This is an optimization exercise on Yosys and OpenROAD, whose aim is small area, a short achievable clock period and few clock cycles, not a production implementation.
Function was checked by simulation only, so behaviour that the tests miss may differ from the original.
Power and IR drop assume default switching activity.

File: flow/run.sh
#!/bin/bash
# synth_recipe.tcl (not shown) runs the flow's synth.tcl, then flattens the netlist and writes it again
# the make line also repeats each setting of config.mk as NAME=value (left out here)
make -C /OpenROAD-flow-scripts/flow DESIGN_CONFIG=/design/flow/config.mk WORK_HOME=/design/flow/orfs CLKGATE_MAP_FILE= SYNTH_SCRIPT=/design/flow/synth_recipe.tcl finish
File: flow/config.mk
export PLATFORM = sky130hd
export DESIGN_NAME = crc8_framer
export DESIGN_NICKNAME = crc8_framer
export VERILOG_FILES = /design/flow/design.v
export SDC_FILE = /design/flow/constraint.sdc
export NUM_CORES = 4
export LEC_CHECK = 0
export CAP_MARGIN = 20
export CORE_MARGIN = 2
export CORE_UTILIZATION = 65
export CTS_CLUSTER_DIAMETER = 100
export CTS_CLUSTER_SIZE = 24
export PLACE_DENSITY = 0.72
export SETUP_SLACK_MARGIN = 5
export SLEW_MARGIN = 20
File: flow/constraint.sdc
create_clock -name core_clock -period 8.0 [get_ports {clk}]
set_input_delay 1.6000 -clock core_clock [delete_from_list [all_inputs] [get_ports {clk}]]
set_output_delay 1.6000 -clock core_clock [all_outputs]
set_load 0.01 [all_outputs]
File: flow/design.v
module crc8_framer (
    input  wire         clk,
    input  wire         rst,
    input  wire         rx_valid,
    input  wire [7:0]   rx_data,
    output wire         rx_ready,
    output wire         tx_valid,
    output wire [7:0]   tx_data,
    input  wire         tx_ready,
    input  wire         cmd_valid,
    output wire         cmd_ready,
    input  wire [7:0]   cmd_code,
    input  wire [7:0]   cmd_arg,
    input  wire [151:0] cmd_pkt,
    output reg          res_valid,
    output reg          res_ok,
    output reg  [31:0]  res_word,
    output reg  [151:0] res_pkt,
    output wire         pkt_avail,
    output wire         q_full
);
    function [7:0] crc8_byte;
        input [7:0] c;
        input [7:0] b;
        integer     i;
        reg   [7:0] t;
        begin
            t = c ^ b;
            for (i = 0; i < 8; i = i + 1)
                t = {t[6:0], 1'b0} ^ (t[7] ? 8'h07 : 8'h00);
            crc8_byte = t;
        end
    endfunction
    function [7:0] crc18;
        input [143:0] p;
        integer       i;
        reg   [7:0]   c;
        begin
            c = 8'h00;
            for (i = 0; i < 18; i = i + 1)
                c = crc8_byte(c, p[i*8 +: 8]);
            crc18 = c;
        end
    endfunction
    function [151:0] ctrl_pkt;
        input [7:0] t;
        reg [143:0] p;
        begin
            p        = {{16{8'hFF}}, t, 8'h10};
            ctrl_pkt = {crc18(p), p};
        end
    endfunction
    localparam [1:0] T_ACK = 2'd0, T_RETX = 2'd1, T_DATA = 2'd2;
    reg         rx_ready_q, cmd_ready_q;
    reg         pkt_avail_q, q_full_q;
    reg  [4:0]  pos;                  
    reg         cmd_turn;             
    reg         rb_v;
    reg  [7:0]  rb_d;
    reg  [18:0] rb_lane;
    reg  [7:0]  rx_crc;               
    reg  [3:0]  rx_type;              
    reg         ty_ack, ty_retx, ty_le12;
    reg         rx_ok;                
    reg  [151:0] stg;                 
    reg  [47:0] stg_a, stg_b;         
    reg         fpar;                 
    reg         c_v;
    reg  [7:0]  c_arg;
    reg         cd_setup, cd_read, cd_send, cd_mk, cd_stat, cd_crc, cd_crc70,
                cd_clr, cd_bit, cd_byte, cd_get, cd_known;
    reg         s_ok;                 
    reg  [4:0]  s_k;                  
    reg         cb_busy;
    reg  [4:0]  cb_n;                 
    reg  [7:0]  cb_crc;
    reg  [151:0] qr [0:6];
    reg  [6:0]  qph;                  
    reg  [6:0]  q_rd, q_wr;           
    reg  [2:0]  q_cnt;
    reg         ins_pend, ins_par;
    reg  [6:0]  ins_slot;
    reg         rd_pend, rd_full;
    reg  [6:0]  rd_slot;
    reg  [31:0] cr [0:27];
    reg  [4:0]  cph;                  
    reg  [27:0] cph_oh;               
    reg  [2:0]  ppq;                  
    reg         zfq;                  
    reg         st_add;               
    reg  [2:0]  pend [0:27];
    reg  [27:0] zf;                   
    reg         st_pend;
    reg  [4:0]  st_k;
    reg  [2:0]  st_snap;
    reg  [1:0]  fq [0:7];
    reg  [2:0]  f_rd, f_wr;
    reg  [3:0]  f_cnt;
    reg  [3:0]  f_ndata;              
    reg         tx_valid_q;
    reg  [7:0]  tx_data_q;            
    reg  [4:0]  t_idx;
    reg  [151:0] dreg;                
    reg  [1:0]  last_tag;
    reg         dt_le12;              
    reg  [3:0]  dt_t;
    reg         last_v;
    reg  [7:0]  crc_acc;
    integer k;
    assign rx_ready  = rx_ready_q;
    assign cmd_ready = cmd_ready_q;
    assign pkt_avail = pkt_avail_q;
    assign q_full    = q_full_q;
    assign tx_valid  = tx_valid_q;
    assign tx_data   = tx_data_q;
    wire rx_fire  = rx_valid & rx_ready_q;
    wire cmd_fire = cmd_valid & cmd_ready_q;
    wire x_setup  = c_v & cd_setup;
    wire [4:0] pos_e  = x_setup ? 5'd0 : pos;
    wire       pos_18 = (pos_e == 5'd18);
    wire       rx_last = rx_fire & pos_18;           
    wire [4:0] pos_n  = rx_fire ? (pos_18 ? 5'd0 : pos_e + 5'd1) : pos_e;
    reg  [18:0] pos_oh;
    always @(*) begin
        pos_oh = 19'd0;
        pos_oh[pos_e] = 1'b1;
    end
    wire disp    = rb_v & rb_lane[18];
    wire [7:0] rx_crc_n = rb_v ? crc8_byte(rb_lane[0] ? 8'h00 : rx_crc, rb_d) : rx_crc;
    wire crc_ok  = rx_ok;
    wire t_retx  = ty_retx;
    wire t_le12  = ty_le12;
    wire t_data  = !ty_ack && !ty_retx;
    wire is_full = (q_cnt == 3'd7);
    wire d_store = disp & crc_ok & t_data & !is_full;
    wire d_qfull = disp & crc_ok & t_data &  is_full;
    wire d_push  = disp & (!crc_ok | (t_retx & last_v) | t_data);
    wire [1:0] d_tag = !crc_ok ? T_RETX : t_retx ? last_tag : is_full ? T_RETX : T_ACK;
    wire x_send  = c_v & cd_send;
    wire x_read  = c_v & cd_read & (q_cnt != 3'd0);
    wire x_stat  = c_v & cd_stat;
    wire x_crc   = c_v & cd_crc;
    wire cb_step = x_crc | (cb_busy & (cb_n != 5'd18));
    wire cb_done = cb_busy & (cb_n == 5'd18);
    wire [7:0] cb_next = crc8_byte(cb_busy ? cb_crc : 8'h00, res_pkt[7:0]);
    reg        a_ok;
    reg  [4:0] a_k;
    always @(*) begin
        a_ok = 1'b1;
        a_k  = 5'd0;
        if (cmd_arg == 8'd0)                            a_k = 5'd0;
        else if (cmd_arg == 8'd1)                       a_k = 5'd1;
        else if (cmd_arg >= 8'd16 && cmd_arg <= 8'd28)  a_k = cmd_arg[4:0] - 5'd14;
        else if (cmd_arg >= 8'd32 && cmd_arg <= 8'd44)  a_k = cmd_arg[4:0] + 5'd15;
        else                                            a_ok = 1'b0;
    end
    wire       push     = d_push | x_send;
    wire [1:0] push_tag = x_send ? T_DATA : d_tag;
    wire       pt_le12 = x_send ? (res_pkt[15:8] <= 8'd12) :
                         (push_tag == T_DATA) ? dt_le12 : 1'b1;
    wire [3:0] pt_t    = x_send ? res_pkt[11:8] :
                         (push_tag == T_ACK)  ? 4'd1 :
                         (push_tag == T_RETX) ? 4'd2 : dt_t;
    wire [1:0] htag    = fq[f_rd];
    wire [2:0] f_rd1   = f_rd + 3'd1;
    wire [1:0] ntag    = fq[f_rd1];
    wire       tx_fire = tx_valid_q & tx_ready;
    wire       tx_end  = tx_fire & (t_idx == 5'd18);
    wire       pop     = tx_end;
    wire [3:0] f_cnt_n = f_cnt + {3'd0, push} - {3'd0, pop};
    wire [3:0] f_ndata_n = f_ndata + {3'd0, push & (push_tag == T_DATA)}
                                   - {3'd0, pop & (htag == T_DATA)};
    wire data_busy_n = (f_ndata_n != 4'd0);
    wire       st_idle = !tx_valid_q;
    wire       st_q    = st_idle ? (f_cnt != 4'd0) : (tx_end & (f_cnt >= 4'd2));
    wire       tx_go   = st_q | ((st_idle | tx_end) & push);
    wire [7:0] b0_push = x_send ? res_pkt[7:0] : (push_tag == T_DATA) ? dreg[7:0] : 8'h10;
    wire [1:0] go_tag  = st_idle ? htag : ntag;
    wire [7:0] b0_go   = !st_q ? b0_push : (go_tag == T_DATA) ? dreg[7:0] : 8'h10;
    wire [4:0] n_idx = tx_fire ? t_idx + 5'd1 : t_idx;
    reg  [7:0] nb_data;
    always @(*) begin
        nb_data = 8'h00;
        for (k = 0; k < 19; k = k + 1)
            nb_data = nb_data | ({8{n_idx == k}} & dreg[k*8 +: 8]);
    end
    wire [7:0] nb_const = (n_idx == 5'd0)  ? 8'h10 :
                          (n_idx == 5'd1)  ? ((htag == T_ACK) ? 8'h01 : 8'h02) :
                          (n_idx == 5'd18) ? ((htag == T_ACK) ? 8'h5A : 8'h48) : 8'hFF;
    wire [7:0] nb    = (htag == T_DATA) ? nb_data : nb_const;
    reg        e_cor, e_qf, e_rx, e_tx;
    reg  [3:0] e_rxt, e_txt;
    reg [27:0] ev;
    always @(*) begin
        ev = 28'd0;
        if (e_cor) ev[0] = 1'b1;
        if (e_qf)  ev[1] = 1'b1;
        if (e_rx)  ev[5'd15 + e_rxt] = 1'b1;
        if (e_tx)  ev[5'd2 + e_txt] = 1'b1;
    end
    wire [31:0] port_base = zfq ? 32'd0 : cr[27];
    wire [31:0] port_new  = port_base + {29'd0, ppq};
    reg  [2:0]  pend_n [0:27];
    reg  [27:0] zf_n;
    reg  [2:0]  ppq_n;
    reg         zfq_n;
    always @(*) begin
        ppq_n = 3'd0;
        zfq_n = 1'b0;
        for (k = 0; k < 28; k = k + 1) begin
            pend_n[k] = (x_setup ? 3'd0 : (cph_oh[k] ? 3'd0 : pend[k]) + {2'd0, ev[k]}) &
                        ((k >= 2 && k <= 14) ? 3'b111 : 3'b011);
            zf_n[k]   = x_setup | (zf[k] & !cph_oh[k]);
            ppq_n = ppq_n | ({3{cph_oh[(k+27)%28]}} & pend_n[k]);
            zfq_n = zfq_n | (cph_oh[(k+27)%28] & zf_n[k]);
        end
    end
    wire st_act = st_pend | (x_stat & s_ok);
    wire [4:0] st_tk = st_pend ? st_k : s_k;
    wire st_hit = st_act & (cph == st_tk);
    wire [151:0] stg_view = {stg[151:48], ins_par ? stg_b : stg_a};
    wire         ins_hit  = ins_pend & |(qph & ins_slot);
    wire [151:0] q_in     = ins_hit ? stg_view : qr[6];
    wire       rd_act = rd_pend | x_read;
    wire [6:0] rd_tgt = rd_pend ? rd_slot : q_rd;
    wire       rd_hit = rd_act & |(qph & rd_tgt);
    wire [2:0] q_cnt_n = q_cnt + {2'd0, d_store} - {2'd0, x_read};
    wire rd_pend_n = rd_act & !rd_hit;
    wire rd_full_n = rd_pend ? rd_full : is_full;
    wire st_pend_n = (st_act & !st_hit) | st_hit;    
    wire turn_n    = (pos_n == 5'd18) & pos_18 & rx_ready_q & !rx_valid & cmd_valid;
    wire cb_busy_n   = x_crc | (cb_busy & !cb_done);
    wire cmd_ready_n = !cmd_fire & !rd_pend_n & !st_pend_n & !cb_busy_n & !rx_last &
                       !((pos_n == 5'd18) & !turn_n) &
                       (f_cnt <= 4'd6) & (f_ndata == 4'd0) & !x_send &
                       !(disp & last_v & (last_tag == T_DATA));
    wire rx_ready_n  = (pos_n != 5'd18) |
                       (!turn_n & (f_cnt <= 4'd5) &
                        !(rd_pend_n & rd_full_n) &
                        !(cmd_fire & is_full));
    wire c_imm   = c_v & !x_read & !x_crc & !(x_stat & s_ok);   
    always @(posedge clk) begin
        qr[0] <= q_in;
        for (k = 1; k < 7; k = k + 1)
            qr[k] <= qr[k-1];
        cr[0] <= port_new;
        for (k = 1; k < 28; k = k + 1)
            cr[k] <= cr[k-1];
        rb_d  <= rx_data;
        rb_lane <= pos_oh;
        if (cmd_ready_q) begin
            cd_setup <= (cmd_code == 8'h00);
            cd_read  <= (cmd_code == 8'h30);
            cd_send  <= (cmd_code == 8'h40);
            cd_mk    <= (cmd_code == 8'h50);
            cd_stat  <= (cmd_code == 8'h60);
            cd_crc   <= (cmd_code == 8'h70) | (cmd_code == 8'h71);
            cd_crc70 <= (cmd_code == 8'h70);
            cd_clr   <= (cmd_code == 8'h80);
            cd_bit   <= (cmd_code == 8'h81);
            cd_byte  <= (cmd_code == 8'h82);
            cd_get   <= (cmd_code == 8'h83);
            cd_known <= (cmd_code == 8'h00) | (cmd_code == 8'h10) | (cmd_code == 8'h20) |
                        (cmd_code == 8'h30) | (cmd_code == 8'h40) | (cmd_code == 8'h50) |
                        (cmd_code == 8'h60) | (cmd_code == 8'h70) | (cmd_code == 8'h71) |
                        (cmd_code == 8'h80) | (cmd_code == 8'h81) | (cmd_code == 8'h82) |
                        (cmd_code == 8'h83);
            c_arg  <= cmd_arg;
            s_ok   <= a_ok;
            s_k    <= a_k;
        end
        rx_ok <= (rx_crc_n == rx_data);
        if (rb_v) begin
            for (k = 6; k < 19; k = k + 1)
                if (rb_lane[k]) stg[k*8 +: 8] <= rb_d;
            for (k = 0; k < 6; k = k + 1)
                if (rb_lane[k]) begin
                    if (fpar) stg_b[k*8 +: 8] <= rb_d;
                    else      stg_a[k*8 +: 8] <= rb_d;
                end
            rx_crc <= rx_crc_n;
            if (rb_lane[1]) begin
                rx_type <= rb_d[3:0];
                ty_ack  <= (rb_d == 8'd1);
                ty_retx <= (rb_d == 8'd2);
                ty_le12 <= (rb_d <= 8'd12);
            end
        end
        if (cmd_ready_q)
            res_pkt <= cmd_pkt;
        else if (cb_step)
            res_pkt <= {res_pkt[7:0], res_pkt[151:8]};
        else if (c_v & cd_mk)
            res_pkt <= ctrl_pkt(c_arg);
        else
            res_pkt <= q_in;
        if (cb_step) begin
            cb_crc <= cb_next;
            cb_n   <= cb_busy ? cb_n + 5'd1 : 5'd1;
        end
        res_ok <= !(c_v & (!cd_known | (cd_read & (q_cnt == 3'd0))));
        if (st_add)
            res_word <= res_word + {29'd0, st_snap};
        else if (st_pend | x_stat)
            res_word <= port_base & {32{s_ok | st_pend}};
        else if (cb_busy)
            res_word <= cd_crc70 ? {24'd0, cb_crc} :
                                            {31'd0, cb_crc == res_pkt[7:0]};
        else if (cd_get)
            res_word <= {24'd0, crc_acc};
        else
            res_word <= {31'd0, q_cnt != 3'd0};
        if (d_store) begin
            ins_slot <= q_wr;
            ins_par  <= fpar;
        end
        if (x_read) begin
            rd_slot <= q_rd;
            rd_full <= is_full;
        end
        if (!st_pend) begin
            st_k    <= s_k;
            st_snap <= pend[s_k];
        end
        if (push) begin
            fq[f_wr] <= push_tag;
            last_tag <= push_tag;
        end
        e_rxt <= rx_type;
        e_txt <= pt_t;
        if (x_send) begin
            dreg    <= res_pkt;
            dt_le12 <= (res_pkt[15:8] <= 8'd12);
            dt_t    <= res_pkt[11:8];
        end
        tx_data_q <= tx_go ? b0_go : nb;
        if (tx_go)
            t_idx     <= 5'd0;
        else if (tx_fire)
            t_idx     <= t_idx + 5'd1;
    end
    always @(posedge clk) begin
        res_valid <= 1'b0;
        if (rst) begin
            rx_ready_q  <= 1'b1;
            cmd_ready_q <= 1'b1;
            pkt_avail_q <= 1'b0;
            q_full_q    <= 1'b0;
            pos      <= 5'd0;
            cmd_turn <= 1'b0;
            rb_v     <= 1'b0;
            fpar     <= 1'b0;
            c_v      <= 1'b0;
            e_cor    <= 1'b0;
            e_qf     <= 1'b0;
            e_rx     <= 1'b0;
            e_tx     <= 1'b0;
            qph      <= 7'd1;
            q_rd     <= 7'd1;
            q_wr     <= 7'd1;
            q_cnt    <= 3'd0;
            ins_pend <= 1'b0;
            rd_pend  <= 1'b0;
            cb_busy  <= 1'b0;
            cph      <= 5'd0;
            cph_oh   <= 28'd1;
            ppq      <= 3'd0;
            zfq      <= 1'b1;
            st_add   <= 1'b0;
            for (k = 0; k < 28; k = k + 1)
                pend[k] <= 3'd0;
            zf       <= {28{1'b1}};
            st_pend  <= 1'b0;
            f_rd     <= 3'd0;
            f_wr     <= 3'd0;
            f_cnt    <= 4'd0;
            f_ndata  <= 4'd0;
            tx_valid_q <= 1'b0;
            last_v   <= 1'b0;
            crc_acc  <= 8'h00;
        end else begin
            rx_ready_q  <= rx_ready_n;
            cmd_ready_q <= cmd_ready_n;
            pkt_avail_q <= (q_cnt_n != 3'd0);
            q_full_q    <= (q_cnt_n == 3'd7);
            pos      <= pos_n;
            cmd_turn <= turn_n;
            rb_v     <= rx_fire;
            c_v      <= cmd_fire;
            e_cor    <= disp & !crc_ok;
            e_qf     <= d_qfull;
            e_rx     <= disp & crc_ok & t_le12;
            e_tx     <= push & pt_le12;
            qph      <= {qph[5:0], qph[6]};
            cph      <= (cph == 5'd27) ? 5'd0 : cph + 5'd1;
            cph_oh   <= {cph_oh[26:0], cph_oh[27]};
            ppq      <= ppq_n;
            zfq      <= zfq_n;
            q_cnt <= q_cnt_n;
            if (ins_hit) ins_pend <= 1'b0;
            if (disp) fpar <= !fpar;
            if (d_store) begin
                ins_pend <= 1'b1;
                q_wr     <= {q_wr[5:0], q_wr[6]};
            end
            if (x_read)
                q_rd    <= {q_rd[5:0], q_rd[6]};
            rd_pend <= rd_pend_n;
            for (k = 0; k < 28; k = k + 1)
                pend[k] <= pend_n[k];
            zf      <= zf_n;
            st_pend <= st_act & !st_hit;
            st_add  <= st_hit;
            if (push) begin
                f_wr     <= f_wr + 3'd1;
                last_v   <= 1'b1;
            end
            if (pop)
                f_rd <= f_rd + 3'd1;
            f_cnt <= f_cnt_n;
            f_ndata <= f_ndata_n;
            if (tx_go)
                tx_valid_q <= 1'b1;
            else if (tx_end)
                tx_valid_q <= 1'b0;
            if (c_imm)
                res_valid <= 1'b1;
            if (x_setup) begin
                q_rd     <= 7'd1;
                q_wr     <= 7'd1;
                q_cnt    <= 3'd0;
                pkt_avail_q <= 1'b0;
                q_full_q <= 1'b0;
                ins_pend <= 1'b0;
                last_v   <= 1'b0;
                crc_acc  <= 8'h00;
            end
            if (c_v & cd_clr)
                crc_acc <= 8'h00;
            if (c_v & cd_bit)
                crc_acc <= {crc_acc[6:0], 1'b0} ^ ((crc_acc[7] ^ c_arg[0]) ? 8'h07 : 8'h00);
            if (c_v & cd_byte)
                crc_acc <= crc8_byte(crc_acc, c_arg);
            if (rd_hit)
                res_valid <= 1'b1;
            if (x_crc)
                cb_busy <= 1'b1;
            if (cb_done) begin
                cb_busy   <= 1'b0;
                res_valid <= 1'b1;
            end
            if (st_add)
                res_valid <= 1'b1;
        end
    end
endmodule
==> results.yml, run 1 <==
logic_synthesis:
  ys_types: 91
  yosys-top-cells-count: "dfxtp_1 (2406), edfxtp_1 (444), nand2_1 (379)"
  netlist_area_um2: 79200
  synth-seq-cells: 2850
  yosysWarnings: 5
  syn_nets: 5926
  synth_top_area_share_pct: 60.8
  synth_edf_count: 444
  yosys.cell_count.top_type: "dfxtp_1"
  yosysSeqAreaShare_pct: 77.6
  synth_ff_type: "dfxtp_1"
  netlist_instances: 5658
  ys_async_sr_fraction_pct: 0
  ys_top_cells_by_area: "dfxtp_1 (61%), edfxtp_1 (17%), mux2_2 (1.8%)"
  syn_avg_cell_area_um2: 14.0
  synth_top_area_cell: "dfxtp_1"
final_layout:
  area_growth_syn_to_layout_pct: 14.6
  drive_gt1_share_pct: 17.0
  finalCoreUtilization_pct: 74.8
  nNetsFinal: 6471
floorplanning:
  io_pins: 380
  die_area_um2: 125000
  start_util_pct: 65.3
  core_um2: 121000
  rows: 128
  die_y_um: 353
  chipWidth_um: 353
power_and_ir_drop:
  p_seq_share_pct: 61.5
  p_int_mw: 18.7
  p_leak_nw: 35.2
  vdd_drop_max_mv: 0.290
  combPwrFrac_pct: 6.9
  power_density_nw_per_um2: 268
  p_sw_mw: 5.65
  sw_frac_of_total_pct: 23.2
  p_clk_share_pct: 31.6
flow_run:
  cap_violations: 0
setup_path:
  worstPathRequired_ps: 8660
  crit_path_max_incr_delay_ps: 500
  worst-path-buf-inv: 1
  startpoint_type: "primary input"
  startpoint: "tx_ready"
  path_delay_family: "simple AND/OR/NAND/NOR gates"
  cp_max_fo: 8
  path_class: "in -> reg"
  reg2reg_from: "e_txt[1]"
  crit_chain: "buf_12, nand3_2, or3_4, and4_4, a222oi_1, nand3_1, o31ai_4, a31oi_1"
  crit_path_end_kind: "flip-flop"
  arrival_ps: 3690
  crit_path_top_delay_cell: "a222oi_1"
placement:
  hpwl_um: 129000
  port_buffers: 379
  finalWeightedCongestion: 0.927
clock_network:
  cts_sinks: 2850
  numCtsBuffers: 137
  clk_path_buf_depth: 3
  cts_root_buffer: "clkbuf_16"
  hold_buffers: 0
  clock_latency_ps: 810
  h-tree-depth: 4
  cts_tree: "yes"
  path_clk_slew_ps: 90
global_routing:
  antenna_found_initial: 19
  grt_pass1_vias: 44200
  grtUsageTotal_pct: 31.8
  grt_pass1_wl_um: 291000
  overflow: 0
  grt_max_degree: 124
timing:
  maxSlewHeadroom_pct: 30.4
  tns_ps: 0
  fmax_mhz: 330
  hold_viol: 0
  period_minus_slack_ps: 3030
  fin_crit_sh_pct: 37.8
  tightest_slew_ps: 1040
  report.final.setup_viol: 0
  grt_setup_unrepaired: "true"
  slew_violations: 0
  fin_worst_skew_ps: 59.9
route:
  vias_per_cell: 5.65
  drtIter0Drc: 4672
  ant_nets: 0
  route.vias.total: 44700
  drc: 0
  wl_um: 202000
  first_pass_iters: 6
  wl_per_cell_um: 25.5
outcome:
  status: "complete, no violations"
min_path:
  hp-class: "reg -> reg"
  min_from: "qr[5][111]"
[path summary, 6_finish.rpt]
kind | endpoint | slack [ps] | depth (start not counted)
worst max-delay path | tx_data_q[1] | 4970 | 8
worst min-delay path | qr[6][111] | 300 | 0
worst max register to register | ppq[1] | 5010 | 12
worst min register to register | qr[6][111] | 300 | 0
[stage by stage]
| stage | worst slack [ps] | power, mW | cell area (um^2) | cells | hold slack (ps) |
|---|---|---|---|---|---|
| 2_1_floorplan | 4610 | 16.0 | 79400 | 5658 | 310 |
| 3_3_place_gp | 2790 | 16.8 | 84600 | 7487 | 309 |
| 3_5_place_dp | 2820 | 16.8 | 84600 | 7487 | 312 |
| 4_1_cts | 4970 | 24.4 | 90500 | 7889 | 302 |
| 5_1_grt | 4890 | 25.0 | 90800 | 7911 | 317 |
| 6_report | 4970 | 24.4 | 90800 | 7912 | 304 |
[flip-flops by register name, summed over array words and instances, names as in the netlist, 8 cells and up, named ones only]
| register | count |
|---|---|
| dreg | 149 |
| qr | 1064 |
| crc_acc | 8 |
| rb_lane | 19 |
| cph_oh | 28 |
| stg_b | 48 |
| cr | 896 |
| rb_d | 8 |
| tx_data_q | 8 |
| zf | 28 |
| c_arg | 8 |
| res_pkt | 152 |
| cb_crc | 8 |
| pend | 69 |
| rx_crc | 8 |
| stg | 104 |
| fq | 16 |
| res_word | 32 |
| stg_a | 48 |
[what timing repair did]
action,in CTS,in global routing
setup buffers,182,17
resized for setup,1196,102
pin swaps,23,18
endpoints found under the setup margin,451,138
gates cloned,2,1
[power by group through the flow]
stage	sequential (mW)	combinational (mW)	clock, mW
floorplan	15.2	0.739	0
global placement	15.4	1.37	0
detailed placement	15.4	1.39	0
CTS	15.0	1.64	7.76
global route	15.0	1.76	8.27
finish	15.0	1.68	7.70
[layer usage]
| layer | routed length [um] | global-route usage [%] | vias to the layer above |
|---|---|---|---|
| met1 | 82200 | 42.4 | 22200 |
| met3 | 13400 | 5.26 | 407 |
| met4 | 8750 | 12.6 | 14 |
| met2 | 97500 | 52.6 | 1677 |
| met5 | 78 | 0 | - |
| li1 | - | - | 20400 |
[layout make-up]
type	instances	area (um^2)
repair buffers	621	5010
fillers	7462	30600
inverters	94	390
flip-flops and latches	2850	62200
multi-input cells	2498	17100
diodes	5	12.5
clock buffers	202	3690
repair inverters	1	16.3
well taps	1625	2030
clock inverters	16	319
[logic make-up after synthesis]
group | Yosys count | synth area share [%]
flops | 2850 | 77.6
simple gates | 1169 | 7.33
compound gates | 809 | 6.52
buf+inv | 311 | 1.57
xor+xnor | 222 | 2.60
mux | 210 | 2.92
fa+ha+maj | 87 | 1.42
[layout by cell type, fill, tap and decap left out, drive strengths merged, types with 10 or more instances in the layout]
cell type         n
o22ai           148
ha               82
a221oi           26
nand4            35
nor2            252
a22o             38
buf             411
dfxtp          2406
a222oi           17
or3              19
clkdlybuf4s50   178
xor2             78
nand2           380
clkinv           13
mux2i            79
o211ai           10
a22oi            51
nor3             44
edfxtp          444
nor2b           123
a31oi            16
a21oi           138
clkbuf          205
a211oi           15
a32oi            24
a21o             11
inv              96
and3             24
nor3b            16
nand2b           41
nand3            71
nor4             24
xnor2           136
and2             89
o21ai           245
nand4b           12
clkdlybuf4s15    29
mux2            128
Testbench counts, summed over its fixed seeds: cycles 9,983.
==> inputs of run 2 (changes only) <==
--- a/flow/config.mk
+++ b/flow/config.mk
@@ -6,10 +6,10 @@
 export NUM_CORES = 4
 export LEC_CHECK = 0
-export CAP_MARGIN = 20
+export CAP_MARGIN = 10
 export CORE_MARGIN = 2
 export CORE_UTILIZATION = 65
-export CTS_CLUSTER_DIAMETER = 100
-export CTS_CLUSTER_SIZE = 24
+export CTS_CLUSTER_DIAMETER = 90
+export CTS_CLUSTER_SIZE = 28
 export PLACE_DENSITY = 0.72
 export SETUP_SLACK_MARGIN = 5
-export SLEW_MARGIN = 20
+export SLEW_MARGIN = 10
==> results.yml, run 2 <==
final_layout:
  regMostFlops: "qr"
  fill_cells: 7559
  regArea_um2: 62200
  drive_gt1_share_pct: 16.3
  top_regs: "qr (1064), cr (896), res_pkt (152)"
  largest_reg_flops: 1064
  final_cell_mix: "dfxtp_1 (2197), edfxtp_1 (444), nand2_1 (375)"
  final_common_cell: "dfxtp_1"
  nNetsFinal: 6443
  multi_input_area_um2: 17100
  area_growth_syn_to_layout_pct: 14.0
logic_synthesis:
  netlist_area_um2: 79200
  yosysSeqAreaShare_pct: 77.6
  yosys-top-cells-count: "dfxtp_1 (2406), edfxtp_1 (444), nand2_1 (379)"
  ys_types: 91
  synth_top_area_cell: "dfxtp_1"
  synth-seq-cells: 2850
  syn_nets: 5926
  ys_async_sr_fraction_pct: 0
  syn_avg_cell_area_um2: 14.0
  synth_edf_count: 444
  yosysWarnings: 5
  synth_top_area_share_pct: 60.8
  synth_ff_type: "dfxtp_1"
  netlist_instances: 5658
  yosys.cell_count.top_type: "dfxtp_1"
  ys_top_cells_by_area: "dfxtp_1 (61%), edfxtp_1 (17%), mux2_2 (1.8%)"
timing:
  setup_ws_ps: 4970
  grt_setup_unrepaired: "true"
  report.final.setup_viol: 0
  tns_ps: 0
  fin_crit_sh_pct: 37.9
  tightest_slew_ps: 1150
  hold_viol: 0
  fin_worst_skew_ps: 47.3
  fmax_mhz: 330
  slew_violations: 0
  period_minus_slack_ps: 3030
  maxSlewHeadroom_pct: 23.3
clock_network:
  clock_latency_ps: 780
  clk_path_buf_depth: 3
  path_clk_slew_ps: 110
  cts_tree: "yes"
  hold_buffers: 0
  cts_sinks: 2850
  numCtsBuffers: 113
  h-tree-depth: 3
  cts_root_buffer: "clkbuf_16"
power_and_ir_drop:
  finalPower_mw: 23.6
  power_density_nw_per_um2: 261
  vdd_drop_max_mv: 0.271
  p_leak_nw: 34.8
route:
  ant_nets: 0
  drc: 0
  drtIter0Drc: 4730
  wl_per_cell_um: 25.4
  wl_um: 200000
  vias_per_cell: 5.63
  first_pass_iters: 6
  route.vias.total: 44300
global_routing:
  grtUsageTotal_pct: 31.4
  grt_pass1_vias: 43300
  grt_pass1_wl_um: 288000
  grt-busiest-layer: "met2"
  antenna_found_initial: 18
  met2_usage_pct: 52.7
  overflow: 0
  met1_usage_pct: 42.2
  grt_max_degree: 124
  grtUsageMet3_pct: 4.50
setup_path:
  worstRegToRegCells: 12
  startpoint_type: "flip-flop"
  crit_top_cell: "ha_4"
  worst-path-buf-inv: 0
  crit_path_max_incr_delay_ps: 540
  reg2reg_to: "ppq[1]"
  arrival_ps: 3690
  r2r_slack_ps: 4970
  worstPathRequired_ps: 8660
  reg2reg_from: "e_txt[0]"
  crit_path_top_delay_cell: "or4bb_4"
  cp_max_fo: 3
  crit_chain: "and2_4, ha_4, or4bb_4, o22ai_4, ha_4, ha_4, a22oi_2, nand2_1, a221oi_2, nand4_1, a221oi_2, a31oi_1"
  path_delay_family: "simple AND/OR/NAND/NOR gates"
  crit_path_end_kind: "flip-flop"
  path_class: "reg -> reg"
flow_run:
  cap_violations: 0
floorplanning:
  chipWidth_um: 353
  rows: 128
  start_util_pct: 65.3
  io_pins: 380
  die_area_um2: 125000
  die_y_um: 353
  core_um2: 121000
min_path:
  hp-class: "reg -> reg"
  min_from: "qr[1][127]"
  hold_end: "qr[2][127]"
  worstHoldPathCells: 0
placement:
  hpwl_um: 129000
  dpl_worst_slack_ps: 2820
  finalWeightedCongestion: 0.927
  port_buffers: 379
outcome:
  status: "complete, no violations"
==> run 2: cell types whose count changed in the layout (fill, tap and decap cells not counted), sizes merged <==
cell / before / now
buf: 411 / 366
clkbuf: 205 / 181
clkdlybuf4s15: 29 / 64
clkinv: 13 / 12
clkinvlp: 2 / 1
diode: 5 / 6
inv: 96 / 92
==> run 2: per-stage QoR <==
stage / hold slack [ps] / utilization (%) / instances / area, um^2
5_1_grt: 294 / 74.4 / 7871 / 90300
4_1_cts: 290 / 74.1 / 7847 / 90000
6_report: 309 / 74.4 / 7873 / 90300
3_5_place_dp: 312 / 69.7 / 7487 / 84600
3_3_place_gp: 309 / 69.7 / 7487 / 84600
2_1_floorplan: 310 / - / 5658 / 79400
==> run 2: report_power, final <==
part / switching (mW) / internal [mW] / total (mW)
Clock: 4.19 / 2.72 / 6.91
Sequential: 0.218 / 14.8 / 15.0
Combinational: 1.03 / 0.683 / 1.71
Total: 5.43 / 18.2 / 23.6
==> run 2: how the worst max path moves through the flow <==
| stage | start | endpoint | cells after the start |
|---|---|---|---|
| finish | e_txt[0] | ppq[1] | 12 |
| detailed placement | tx_ready | tx_data_q[1] | 8 |
| floorplan | tx_ready | f_ndata[2] | 11 |
| global placement | tx_ready | tx_data_q[1] | 8 |
| CTS | tx_ready | tx_data_q[1] | 8 |
| global route | e_txt[0] | ppq[1] | 12 |
==> run 2: layout make-up <==
class                   count  area share (%)
clock buffers             172            3.40
clock inverters            10           0.248
flip-flops and latches   2850            68.8
well taps                1625            2.25
diodes                      6          0.0166
inverters                  94           0.432
repair buffers            617            5.81
multi-input cells        2498            19.0
repair inverters            1          0.0180
==> run 2: per-layer routing <==
layer	vias to the layer above	wire length (um)
li1	20400	-
met1	22000	82800
met2	1552	97200
met3	346	12200
met4	12	7430
met5	-	64
==> run 2: repair_timing <==
item	CTS	global route
buffers inserted	176	17
resized for setup	1149	89
setup endpoints to repair	449	124
gates cloned	2	3
pin swaps	20	30
==> run 2: logic make-up (layout without fill, tap and decap cells) <==
kind of cell | after synthesis | after routing | synth area share (%)
other cells | 0 | 6 | 0
mux | 210 | 210 | 2.92
buf+inv | 311 | 894 | 1.57
fa+ha+maj | 87 | 87 | 1.42
simple gates | 1169 | 1170 | 7.33
flops | 2850 | 2850 | 77.6
xor+xnor | 222 | 222 | 2.60
compound gates | 809 | 809 | 6.52
==> inputs of run 3 (changes only) <==
--- a/flow/config.mk
+++ b/flow/config.mk
@@ -6,5 +6,6 @@
 export NUM_CORES = 4
 export LEC_CHECK = 0
-export CAP_MARGIN = 10
+export ABC_CLOCK_PERIOD_IN_PS = 2000
+export CAP_MARGIN = 20
 export CORE_MARGIN = 2
 export CORE_UTILIZATION = 65
@@ -13,3 +14,3 @@
 export PLACE_DENSITY = 0.72
 export SETUP_SLACK_MARGIN = 5
-export SLEW_MARGIN = 10
+export SLEW_MARGIN = 20
==> results.yml, run 3 <==
floorplanning:
  start_util_pct: 65.3
  chipWidth_um: 353
  die_y_um: 353
  die_area_um2: 125000
  rows: 128
  io_pins: 380
  core_um2: 121000
global_routing:
  grt_pass1_wl_um: 288000
  antenna_found_initial: 18
  grtUsageTotal_pct: 31.4
  overflow: 0
  grt_pass1_vias: 43300
  grt_max_degree: 124
logic_synthesis:
  synth_top_area_share_pct: 60.8
  synth_top_family_by_area: "simple AND/OR/NAND/NOR gates"
  netlist_instances: 5658
  synth-seq-cells: 2850
  synth_compound_area_share_pct: 6.52
  yosysWarnings: 5
  muxShareOfSynthArea_pct: 2.92
  ys_top_cells_by_area: "dfxtp_1 (61%), edfxtp_1 (17%), mux2_2 (1.8%)"
  synth_fa_ha_area_share_pct: 1.42
  synth_edf_count: 444
  syn_nets: 5926
  yosys.cell_count.top_type: "dfxtp_1"
  synth_xor_area_share_pct: 2.60
  syn_avg_cell_area_um2: 14.0
  synth_top_area_cell: "dfxtp_1"
  netlist_area_um2: 79200
  ys_types: 91
  ys_async_sr_fraction_pct: 0
  yosysSeqAreaShare_pct: 77.6
  yosys-top-cells-count: "dfxtp_1 (2406), edfxtp_1 (444), nand2_1 (379)"
  synth_ff_type: "dfxtp_1"
  synthSimpleGateAreaFrac_pct: 7.33
setup_path:
  reg2reg_from: "e_txt[0]"
  startpoint: "e_txt[0]"
  startpoint_type: "flip-flop"
  crit_chain: "and2_4, ha_4, or4bb_4, o22ai_4, ha_4, ha_4, a22oi_2, nand2_1, a221oi_2, nand4_1, a221oi_2, a31oi_1"
  crit_top_cell: "ha_4"
  crit_path_top_delay_cell: "or4bb_4"
  worstPathRequired_ps: 8660
  path_class: "reg -> reg"
  crit_path_end_kind: "flip-flop"
  cp_max_fo: 3
  crit_path_max_incr_delay_ps: 540
  arrival_ps: 3690
final_layout:
  nNetsFinal: 6443
  final_common_cell: "dfxtp_1"
  top_regs: "qr (1064), cr (896), res_pkt (152)"
  largest_reg_flops: 1064
  final_cell_mix: "dfxtp_1 (2197), edfxtp_1 (444), nand2_1 (375)"
  regMostFlops: "qr"
  area_growth_syn_to_layout_pct: 14.0
  drive_gt1_share_pct: 16.3
placement:
  port_buffers: 379
  finalWeightedCongestion: 0.927
  hpwl_um: 129000
route:
  first_pass_iters: 6
  wl_um: 200000
  wl_per_cell_um: 25.4
  drc: 0
  ant_nets: 0
  route.vias.total: 44300
  drtIter0Drc: 4730
  vias_per_cell: 5.63
timing:
  maxSlewHeadroom_pct: 23.3
  hold_viol: 0
  fmax_mhz: 330
  period_minus_slack_ps: 3030
  report.final.setup_viol: 0
  grt_setup_unrepaired: "true"
  hold_slack_ps: 309
  tns_ps: 0
  fin_worst_skew_ps: 47.3
  fin_crit_sh_pct: 37.9
  tightest_slew_ps: 1150
  slew_violations: 0
power_and_ir_drop:
  vdd_drop_max_mv: 0.271
  p_leak_nw: 34.8
  finalPower_mw: 23.6
  power_density_nw_per_um2: 261
clock_network:
  cts_root_buffer: "clkbuf_16"
  clock_latency_ps: 780
  clk_path_buf_depth: 3
  cts_sinks: 2850
  h-tree-depth: 3
  cts_tree: "yes"
  path_clk_slew_ps: 110
  hold_buffers: 0
  numCtsBuffers: 113
min_path:
  hp-class: "reg -> reg"
  min_from: "qr[1][127]"
flow_run:
  cap_violations: 0
outcome:
  status: "complete, no violations"
-- run 3: cell counts in the layout (fill, tap and decap cells not counted) --
Identical to the previous run, type by type.
-- run 3: timing repair --
item	in CTS	in global routing
gates cloned	2	3
setup endpoints to repair	449	124
pin swaps	20	30
gates resized for setup	1149	89
buffers inserted	176	17
-- run 3: worst max-delay path, delay by kind of cell (launching register included) --
family                   cells  cell delay, ps
AO/OA/AOI/OAI                5             920
flip-flops                   1             340
AND/OR/NAND/NOR              4            1030
adder cells (fa/ha/maj)      3             600
-- run 3: power breakdown --
group / leakage [nW] / internal (mW) / total [mW] / switching, mW
Sequential: 23.6 / 14.8 / 15.0 / 0.218
Clock: 1.57 / 2.72 / 6.91 / 4.19
Combinational: 9.63 / 0.683 / 1.71 / 1.03
Total: 34.8 / 18.2 / 23.6 / 5.43
-- run 3: final cells by class --
cell class              instances  area [um^2]
diodes                          6         15.0
clock buffers                 172         3070
clock inverters                10          224
fillers                      7559        31100
inverters                      94          390
multi-input cells            2498        17100
flip-flops and latches       2850        62200
well taps                    1625         2030
repair buffers                617         5250
repair inverters                1         16.3
-- run 3: per-stage QoR --
stage                     instances  utilization (%)  setup slack [ps]  area (um^2)
after floorplan                5658                -              4610        79400
after global placement         7487             69.7              2790        84600
after detailed placement       7487             69.7              2820        84600
after CTS                      7847             74.1              4920        90000
after global routing           7871             74.4              4880        90300
final                          7873             74.4              4970        90300
-- run 3: cells by family (layout without fill, tap and decap cells) --
group | Yosys count | after routing
AND/OR/NAND/NOR | 1169 | 1170
buffers and inverters | 311 | 894
XOR/XNOR | 222 | 222
flip-flops | 2850 | 2850
AO/OA/AOI/OAI | 809 | 809
other | 0 | 6
multiplexers | 210 | 210
adder cells (fa/ha/maj) | 87 | 87
-- run 3: path summary, 6_finish.rpt --
kind	end	slack, ps	cells past startpoint
min	qr[2][127]	310	0
max reg2reg	ppq[1]	4970	12
min reg2reg	qr[2][127]	310	0
max	ppq[1]	4970	12
-- run 3: metal layers --
layer	up-vias	part of all wire, %	track usage [%]
li1	20400	-	-
met1	22000	41	42.2
met2	1552	49	52.7
met3	346	6.1	4.50
met4	12	3.7	10.8
met5	-	0.032	0
==> inputs of run 4 (changes only) <==
--- a/flow/config.mk
+++ b/flow/config.mk
@@ -6,5 +6,4 @@
 export NUM_CORES = 4
 export LEC_CHECK = 0
-export ABC_CLOCK_PERIOD_IN_PS = 2000
 export CAP_MARGIN = 20
 export CORE_MARGIN = 2
==> results.yml, run 4 <==
flow_run:
  cap_violations: 0
logic_synthesis:
  ys_async_sr_fraction_pct: 0
  synth_edf_count: 444
  netlist_instances: 5658
  synth_top_area_share_pct: 60.8
  syn_nets: 5926
  yosys-top-cells-count: "dfxtp_1 (2406), edfxtp_1 (444), nand2_1 (379)"
  synth_ff_type: "dfxtp_1"
  synth_xor_area_share_pct: 2.60
  yosys.cell_count.top_type: "dfxtp_1"
  netlist_area_um2: 79200
  synth-seq-cells: 2850
  yosysWarnings: 5
  muxShareOfSynthArea_pct: 2.92
  synth_compound_area_share_pct: 6.52
  yosysSeqAreaShare_pct: 77.6
  synthSimpleGateAreaFrac_pct: 7.33
  synth_top_area_cell: "dfxtp_1"
  synth_top_family_by_area: "simple AND/OR/NAND/NOR gates"
  synth_fa_ha_area_share_pct: 1.42
  ys_top_cells_by_area: "dfxtp_1 (61%), edfxtp_1 (17%), mux2_2 (1.8%)"
  ys_types: 91
  syn_avg_cell_area_um2: 14.0
timing:
  hold_viol: 0
  period_minus_slack_ps: 3030
  setup_ws_ps: 4970
  fin_worst_skew_ps: 47.3
  slew_violations: 0
  maxSlewHeadroom_pct: 23.3
  hold_slack_ps: 309
  grt_setup_unrepaired: "true"
  tns_ps: 0
  report.final.setup_viol: 0
  fmax_mhz: 330
  fin_crit_sh_pct: 37.9
  tightest_slew_ps: 1150
power_and_ir_drop:
  finalPower_mw: 23.6
  p_sw_mw: 5.43
  vdd_drop_max_mv: 0.271
  combPwrFrac_pct: 7.3
  p_clk_share_pct: 29.3
  p_int_mw: 18.2
  p_seq_share_pct: 63.5
  power_density_nw_per_um2: 261
  p_leak_nw: 34.8
  sw_frac_of_total_pct: 23.0
setup_path:
  crit_path_end_kind: "flip-flop"
  arrival_ps: 3690
  startpoint: "e_txt[0]"
  cp_max_fo: 3
  startpoint_type: "flip-flop"
  reg2reg_from: "e_txt[0]"
  worstPathRequired_ps: 8660
  path_class: "reg -> reg"
floorplanning:
  die_y_um: 353
  core_um2: 121000
  chipWidth_um: 353
  rows: 128
  start_util_pct: 65.3
  io_pins: 380
  die_area_um2: 125000
global_routing:
  grt_pass1_vias: 43300
  overflow: 0
  antenna_found_initial: 18
  grt_pass1_wl_um: 288000
  grt_max_degree: 124
  grtUsageTotal_pct: 31.4
placement:
  dpl_worst_slack_ps: 2820
  hpwl_um: 129000
  port_buffers: 379
  finalWeightedCongestion: 0.927
  postPlaceCellArea_um2: 84600
  place_inst: 7487
min_path:
  min_from: "qr[1][127]"
  hp-class: "reg -> reg"
clock_network:
  cts_tree: "yes"
  h-tree-depth: 3
  numCtsBuffers: 113
  clk_path_buf_depth: 3
  cts_root_buffer: "clkbuf_16"
  hold_buffers: 0
  cts_sinks: 2850
  path_clk_slew_ps: 110
  clock_latency_ps: 780
route:
  first_pass_iters: 6
  wl_um: 200000
  vias_per_cell: 5.63
  wl_per_cell_um: 25.4
  ant_nets: 0
  drtIter0Drc: 4730
  drc: 0
  route.vias.total: 44300
final_layout:
  final_cell_area_um2: 90300
  top_regs: "qr (1064), cr (896), res_pkt (152)"
  regArea_um2: 62200
  regMostFlops: "qr"
  finalCoreUtilization_pct: 74.4
  multi_input_area_um2: 17100
  stdcell_count: 7873
  area_growth_syn_to_layout_pct: 14.0
  drive_gt1_share_pct: 16.3
  largest_reg_flops: 1064
  final_common_cell: "dfxtp_1"
  final_cell_mix: "dfxtp_1 (2197), edfxtp_1 (444), nand2_1 (375)"
  fill_cells: 7559
  nNetsFinal: 6443
outcome:
  status: "complete, no violations"
run 4: worst paths after layout:
path,to,slack [ps],cells after the start
setup / recovery,ppq[1],4970,12
hold / removal,qr[2][127],310,0
hold reg to reg,qr[2][127],310,0
setup reg to reg,ppq[1],4970,12
run 4: final cells by class:
type / count / share of cell area (%)
timing repair buffer: 617 / 5.81
tap: 1625 / 2.25
clock inverter: 10 / 0.248
sequential: 2850 / 68.8
inverter: 94 / 0.432
multi-input combinational: 2498 / 19.0
antenna: 6 / 0.0166
timing repair inverter: 1 / 0.0180
clock buffer: 172 / 3.40
run 4: critical path, cell delays in order (launching register included):
cell and delay (ps):
dfxtp_2 340, and2_4 170, ha_4 210, or4bb_4 540
o22ai_4 220, ha_4 190, ha_4 200, a22oi_2 170
nand2_1 90, a221oi_2 180, nand4_1 230, a221oi_2 230
a31oi_1 120
run 4: power groups by stage:
stage          Combinational (mW)  Sequential, mW  Clock [mW]
3_3_place_gp                 1.37            15.4           0
5_1_grt                      1.80            15.0        7.46
6_report                     1.71            15.0        6.91
4_1_cts                      1.65            15.0        6.97
3_5_place_dp                 1.39            15.4           0
2_1_floorplan               0.739            15.2           0
run 4: cells by family after synthesis:
| group | count (synthesis) |
|---|---|
| adder cells (fa/ha/maj) | 87 |
| AO/OA/AOI/OAI | 809 |
| XOR/XNOR | 222 |
| buffers and inverters | 311 |
| AND/OR/NAND/NOR | 1169 |
| flip-flops | 2850 |
| multiplexers | 210 |
run 4: repair_timing:
item / in CTS / in global routing
gates cloned: 2 / 3
setup endpoints to repair: 449 / 124
pin swaps: 20 / 30
buffers inserted: 176 / 17
gates resized for setup: 1149 / 89
run 4: routing by layer:
metal	vias up	wire length, um	GRT usage, %
met3	346	12200	4.50
met1	22000	82800	42.2
met5	-	64	0
met2	1552	97200	52.7
li1	20400	-	-
met4	12	7430	10.8
==> inputs of run 5 (changes only) <==
--- a/flow/config.mk
+++ b/flow/config.mk
@@ -11,5 +11,5 @@
 export CTS_CLUSTER_DIAMETER = 90
 export CTS_CLUSTER_SIZE = 28
-export PLACE_DENSITY = 0.72
+export PLACE_DENSITY = 0.66
 export SETUP_SLACK_MARGIN = 5
 export SLEW_MARGIN = 20
==> results.yml, run 5 <==
setup_path:
  cp_num_cells: 9
  path_delay_family: "simple AND/OR/NAND/NOR gates"
  reg2reg_from: "e_tx"
  worst-path-buf-inv: 0
  crit_path_max_incr_delay_ps: 530
  reg2reg_to: "ppq[2]"
  crit_path_top_delay_cell: "or3b_2"
  crit_path_end_kind: "flip-flop"
  path_class: "reg -> reg"
  arrival_ps: 3720
  cp_max_fo: 7
  worstRegToRegCells: 9
  r2r_slack_ps: 4920
  startpoint_type: "flip-flop"
  worstPathRequired_ps: 8640
  crit_top_cell: "ha_1"
  crit_chain: "or3b_2, nor3b_1, ha_1, ha_1, xnor2_1, nand2_1, a222oi_1, nand3_1, o21a_1"
logic_synthesis:
  synth_top_area_cell: "dfxtp_1"
  ys_async_sr_fraction_pct: 0
  yosysSeqAreaShare_pct: 77.6
  syn_nets: 5926
  syn_avg_cell_area_um2: 14.0
  netlist_instances: 5658
  synth_edf_count: 444
  netlist_area_um2: 79200
  ys_types: 91
  ys_top_cells_by_area: "dfxtp_1 (61%), edfxtp_1 (17%), mux2_2 (1.8%)"
  synth-seq-cells: 2850
  yosys.cell_count.top_type: "dfxtp_1"
  synth_top_area_share_pct: 60.8
  synth_ff_type: "dfxtp_1"
  yosys-top-cells-count: "dfxtp_1 (2406), edfxtp_1 (444), nand2_1 (379)"
  yosysWarnings: 5
placement:
  place_inst: 7488
  port_buffers: 379
  postPlaceCellArea_um2: 84700
  hpwl_um: 128000
  finalWeightedCongestion: 0.911
floorplanning:
  chipWidth_um: 353
  start_util_pct: 65.3
  core_um2: 121000
  die_area_um2: 125000
  die_y_um: 353
  rows: 128
  io_pins: 380
final_layout:
  regArea_um2: 62200
  area_growth_syn_to_layout_pct: 13.9
  nNetsFinal: 6460
  fill_cells: 7604
  final_cell_mix: "dfxtp_1 (2195), edfxtp_1 (444), nand2_1 (376)"
  multi_input_area_um2: 17000
  final_common_cell: "dfxtp_1"
  final_cell_area_um2: 90300
  regMostFlops: "qr"
  top_regs: "qr (1064), cr (896), res_pkt (152)"
  drive_gt1_share_pct: 16.4
  stdcell_count: 7890
  largest_reg_flops: 1064
min_path:
  hold_end: "qr[4][75]"
  worstHoldPathCells: 0
  min_from: "qr[3][75]"
  hp-class: "reg -> reg"
clock_network:
  h-tree-depth: 3
  hold_buffers: 0
  cts_tree: "yes"
  path_clk_slew_ps: 110
  cts_sinks: 2850
  clk_path_buf_depth: 3
  clock_latency_ps: 790
  numCtsBuffers: 113
  cts_root_buffer: "clkbuf_16"
route:
  ant_nets: 0
  first_pass_iters: 8
  route.vias.total: 44200
  wl_um: 196000
  wl_per_cell_um: 24.9
  drtIter0Drc: 4386
  drc: 0
  vias_per_cell: 5.61
timing:
  grt_setup_unrepaired: "true"
  hold_viol: 0
  fin_crit_sh_pct: 38.5
  slew_violations: 0
  tightest_slew_ps: 1050
  tns_ps: 0
  fin_worst_skew_ps: 66.2
  period_minus_slack_ps: 3080
  fmax_mhz: 324
  hold_slack_ps: 287
  maxSlewHeadroom_pct: 30.1
  report.final.setup_viol: 0
global_routing:
  grtUsageTotal_pct: 31.1
  overflow: 0
  grt_pass1_wl_um: 287000
  antenna_found_initial: 20
  grt_max_degree: 99
  grt_pass1_vias: 43500
power_and_ir_drop:
  vdd_drop_max_mv: 0.241
  finalPower_mw: 23.6
  power_density_nw_per_um2: 262
  p_leak_nw: 34.9
outcome:
  status: "complete, no violations"
flow_run:
  cap_violations: 0
run 5: cell type report:
class / count / area share, %
repair buffers: 635 / 5.87
repair inverters: 1 / 0.0180
multi-input cells: 2497 / 18.8
inverters: 94 / 0.433
clock inverters: 11 / 0.284
clock buffers: 173 / 3.38
diodes: 4 / 0.0111
flip-flops and latches: 2850 / 68.9
well taps: 1625 / 2.25
run 5: worst reg2reg max path: stages, from the launching register on:
cell and delay (ps):
dfxtp_1 480, or3b_2 530, nor3b_1 390, ha_1 270, ha_1 190, xnor2_1 170, nand2_1 90, a222oi_1 350
nand3_1 150, o21a_1 290
run 5: worst max-delay path by stage:
stage                     startpoint           end
final                           e_tx        ppq[2]
after CTS                   t_idx[3]  tx_data_q[1]
after global routing        e_rxt[1]        ppq[1]
after floorplan             tx_ready    f_ndata[2]
after global placement      tx_ready  tx_data_q[1]
after detailed placement    tx_ready  tx_data_q[1]
run 5: cell families (layout without fill, tap and decap cells):
kind of cell / count (synthesis) / count (layout) / synth area share, %
compound gates: 809 / 809 / 6.52
xor+xnor: 222 / 222 / 2.60
fa+ha+maj: 87 / 87 / 1.42
buf+inv: 311 / 914 / 1.57
flops: 2850 / 2850 / 77.6
mux: 210 / 210 / 2.92
other cells: 0 / 4 / 0
simple gates: 1169 / 1169 / 7.33
run 5: per-stage QoR:
stage	setup WS [ps]	utilization, %
detailed placement	2780	69.7
global placement	2810	69.7
floorplan	4610	-
finish	4920	74.3
global route	4890	74.3
CTS	4730	74.0
run 5: what timing repair did:
action / CTS / global route
gates resized for setup: 1140 / 81
buffers inserted: 172 / 41
endpoints found under the setup margin: 376 / 162
cloned: 1 / 0
pin swaps: 12 / 29
run 5: layer usage:
layer	up-vias	track usage, %	share of wire (%)
met5	-	0	0.052
met4	18	10.3	3.9
met3	370	5.07	6.8
met2	1644	51.9	48
met1	21800	42.0	41
li1	20400	-	-
run 5: power by group:
part	internal, mW	switching, mW
Clock	2.71	4.21
Combinational	0.704	1.03
Sequential	14.8	0.209
==> inputs of run 6 (changes only) <==
--- a/flow/config.mk
+++ b/flow/config.mk
@@ -8,8 +8,8 @@
 export CAP_MARGIN = 20
 export CORE_MARGIN = 2
-export CORE_UTILIZATION = 65
+export CORE_UTILIZATION = 70
 export CTS_CLUSTER_DIAMETER = 90
 export CTS_CLUSTER_SIZE = 28
-export PLACE_DENSITY = 0.66
+export PLACE_DENSITY = 0.76
 export SETUP_SLACK_MARGIN = 5
 export SLEW_MARGIN = 20
==> results.yml, run 6 <==
clock_network:
  numCtsBuffers: 113
  cts_tree: "yes"
  cts_root_buffer: "clkbuf_16"
  h-tree-depth: 3
  clk_path_buf_depth: 3
  path_clk_slew_ps: 110
  cts_sinks: 2850
  clock_latency_ps: 780
  hold_buffers: 0
setup_path:
  crit_chain: "inv_1, ha_1, nand2b_1, o22ai_1, ha_1, ha_1, a22o_1, a221oi_2, nand4_1, a221oi_2, a31oi_1"
  worstPathRequired_ps: 8610
  path_delay_family: "compound AO/OA/AOI/OAI gates"
  cp_max_fo: 6
  startpoint: "e_rxt[1]"
  reg2reg_from: "e_rxt[1]"
  path_class: "reg -> reg"
  crit_top_cell: "ha_1"
  crit_path_top_delay_cell: "dfxtp_2"
  crit_path_end_kind: "flip-flop"
  arrival_ps: 3660
  startpoint_type: "flip-flop"
  worst-path-buf-inv: 1
  crit_path_max_incr_delay_ps: 400
timing:
  report.final.setup_viol: 0
  fmax_mhz: 327
  tns_ps: 0
  period_minus_slack_ps: 3060
  grt_setup_unrepaired: "true"
  tightest_slew_ps: 1030
  hold_viol: 0
  slew_violations: 0
  fin_worst_skew_ps: 55.5
  setup_ws_ps: 4940
  fin_crit_sh_pct: 38.2
  maxSlewHeadroom_pct: 30.9
min_path:
  hp-class: "reg -> reg"
  min_from: "qr[3][13]"
route:
  route.vias.total: 46100
  ant_nets: 0
  wl_per_cell_um: 27.6
  first_pass_iters: 6
  drc: 0
  vias_per_cell: 5.94
  wl_um: 214000
  drtIter0Drc: 4892
floorplanning:
  rows: 123
  io_pins: 380
  chipWidth_um: 340
  die_y_um: 340
  die_area_um2: 116000
  start_util_pct: 70.5
  core_um2: 112000
final_layout:
  nNetsFinal: 6460
  final_cell_mix: "dfxtp_1 (2203), edfxtp_1 (444), nand2_1 (376)"
  fill_cells: 5801
  area_growth_syn_to_layout_pct: 14.2
  regMostFlops: "qr"
  largest_reg_flops: 1064
  top_regs: "qr (1064), cr (896), res_pkt (152)"
  final_common_cell: "dfxtp_1"
  final_cell_area_um2: 90500
  drive_gt1_share_pct: 16.3
  finalCoreUtilization_pct: 80.5
flow_run:
  cap_violations: 0
logic_synthesis:
  synth_top_area_cell: "dfxtp_1"
  yosys-top-cells-count: "dfxtp_1 (2406), edfxtp_1 (444), nand2_1 (379)"
  syn_nets: 5926
  synth_edf_count: 444
  yosysWarnings: 5
  ys_top_cells_by_area: "dfxtp_1 (61%), edfxtp_1 (17%), mux2_2 (1.8%)"
  netlist_area_um2: 79200
  yosys.cell_count.top_type: "dfxtp_1"
  netlist_instances: 5658
  yosysSeqAreaShare_pct: 77.6
  ys_async_sr_fraction_pct: 0
  ys_types: 91
  synth_top_area_share_pct: 60.8
  synth_ff_type: "dfxtp_1"
  synth-seq-cells: 2850
  syn_avg_cell_area_um2: 14.0
global_routing:
  grt_max_degree: 188
  overflow: 0
  grt_pass1_wl_um: 306000
  grt_pass1_vias: 45600
  antenna_found_initial: 18
  grtUsageTotal_pct: 36.2
power_and_ir_drop:
  vdd_drop_max_mv: 0.304
  finalPower_mw: 23.7
  p_leak_nw: 34.9
  power_density_nw_per_um2: 262
placement:
  port_buffers: 379
  postPlaceCellArea_um2: 84500
  dpl_worst_slack_ps: 2790
  hpwl_um: 133000
  finalWeightedCongestion: 0.955
outcome:
  status: "complete, no violations"
run 6: changes by cell type in the layout (fill, tap and decap cells not counted), moves of 4 or more:
cell             change
dfxtp_2             -14
clkdlybuf4s15_2     +32
clkbuf_1             -6
dlygate4sd2_1        +4
dfxtp_1              +8
buf_2               -52
buf_4                -6
clkdlybuf4s15_1     +13
dfxtp_4              +6
o21ai_1              +4
run 6: metal layers:
metal | vias up | wire, um | global-route usage (%)
met3 | 530 | 15900 | 4.90
met1 | 22800 | 81800 | 46.9
met5 | - | 111 | 0
li1 | 20400 | - | -
met4 | 20 | 10900 | 16.2
met2 | 2322 | 106000 | 61.4
run 6: stage by stage:
step / instances / hold WS [ps]
after global routing: 7757 / 306
final: 7760 / 294
after CTS: 7724 / 295
after floorplan: 5658 / 310
after detailed placement: 7367 / 312
after global placement: 7367 / 309
run 6: path summary, 6_finish.rpt:
check / slack [ps] / depth (start not counted) / end
max: 4940 / 11 / ppq[1]
min: 290 / 0 / qr[4][13]
max reg2reg: 4940 / 11 / ppq[1]
min reg2reg: 290 / 0 / qr[4][13]
run 6: layout make-up:
class	instances	area [um^2]	area share (%)
clock inverters	9	201	0.223
well taps	1500	1880	2.07
repair inverters	1	16.3	0.0180
clock buffers	170	3090	3.42
diodes	4	10.0	0.0111
inverters	94	394	0.436
repair buffers	634	5600	6.19
flip-flops and latches	2850	62200	68.7
multi-input cells	2498	17100	18.9
run 6: power breakdown:
group          total (mW)  internal [mW]  switching (mW)
logic                1.76          0.701            1.06
registers            15.0           14.8           0.216
clock network        6.99           2.74            4.25
total                23.7           18.2            5.53
run 6: kinds of logic (layout without fill, tap and decap cells):
family	Yosys count	in the layout	share of synthesized area (%)
buf+inv	311	908	1.57
flops	2850	2850	77.6
xor+xnor	222	222	2.60
other cells	0	4	0
fa+ha+maj	87	87	1.42
mux	210	210	2.92
simple gates	1169	1170	7.33
compound gates	809	809	6.52
run 6: timing repair:
item | CTS | global route
setup endpoints to repair | 434 | 177
setup buffers | 177 | 30
resized for setup | 1105 | 65
cloned | 1 | 2
pin swaps | 25 | 28

separate check: timing with driven ports:
Ports are ideal in the flow. The routed layouts listed here were re-timed in OpenROAD. Step 1, drivers: a clkbuf_16 drives clk and a buf_2 each remaining input, both assumed. Step 2 moves the port delays by t, midway between the first and last clock arrival at a register: inputs arrive t later, outputs are due t later. That takes back most of the time a late clock gives input paths. Three values: ideal, step 1, step 2; two values: the first two.
run	t (ns)	slack for setup (ns)	latest minus earliest clock arrival (ns)
run 1	0.858	4.974 / 4.856 / 3.998	0.064 / 0.064
run 2	0.845	4.969 / 4.823 / 3.978	0.068 / 0.068
run 3	0.845	4.969 / 4.823 / 3.978	0.068 / 0.068
run 4	0.845	4.969 / 4.823 / 3.978	0.068 / 0.068
run 5	0.833	4.916 / 4.900 / 4.067	0.074 / 0.074
run 6	0.829	4.944 / 4.835 / 4.006	0.067 / 0.066
After both steps every run listed still meets setup and hold.
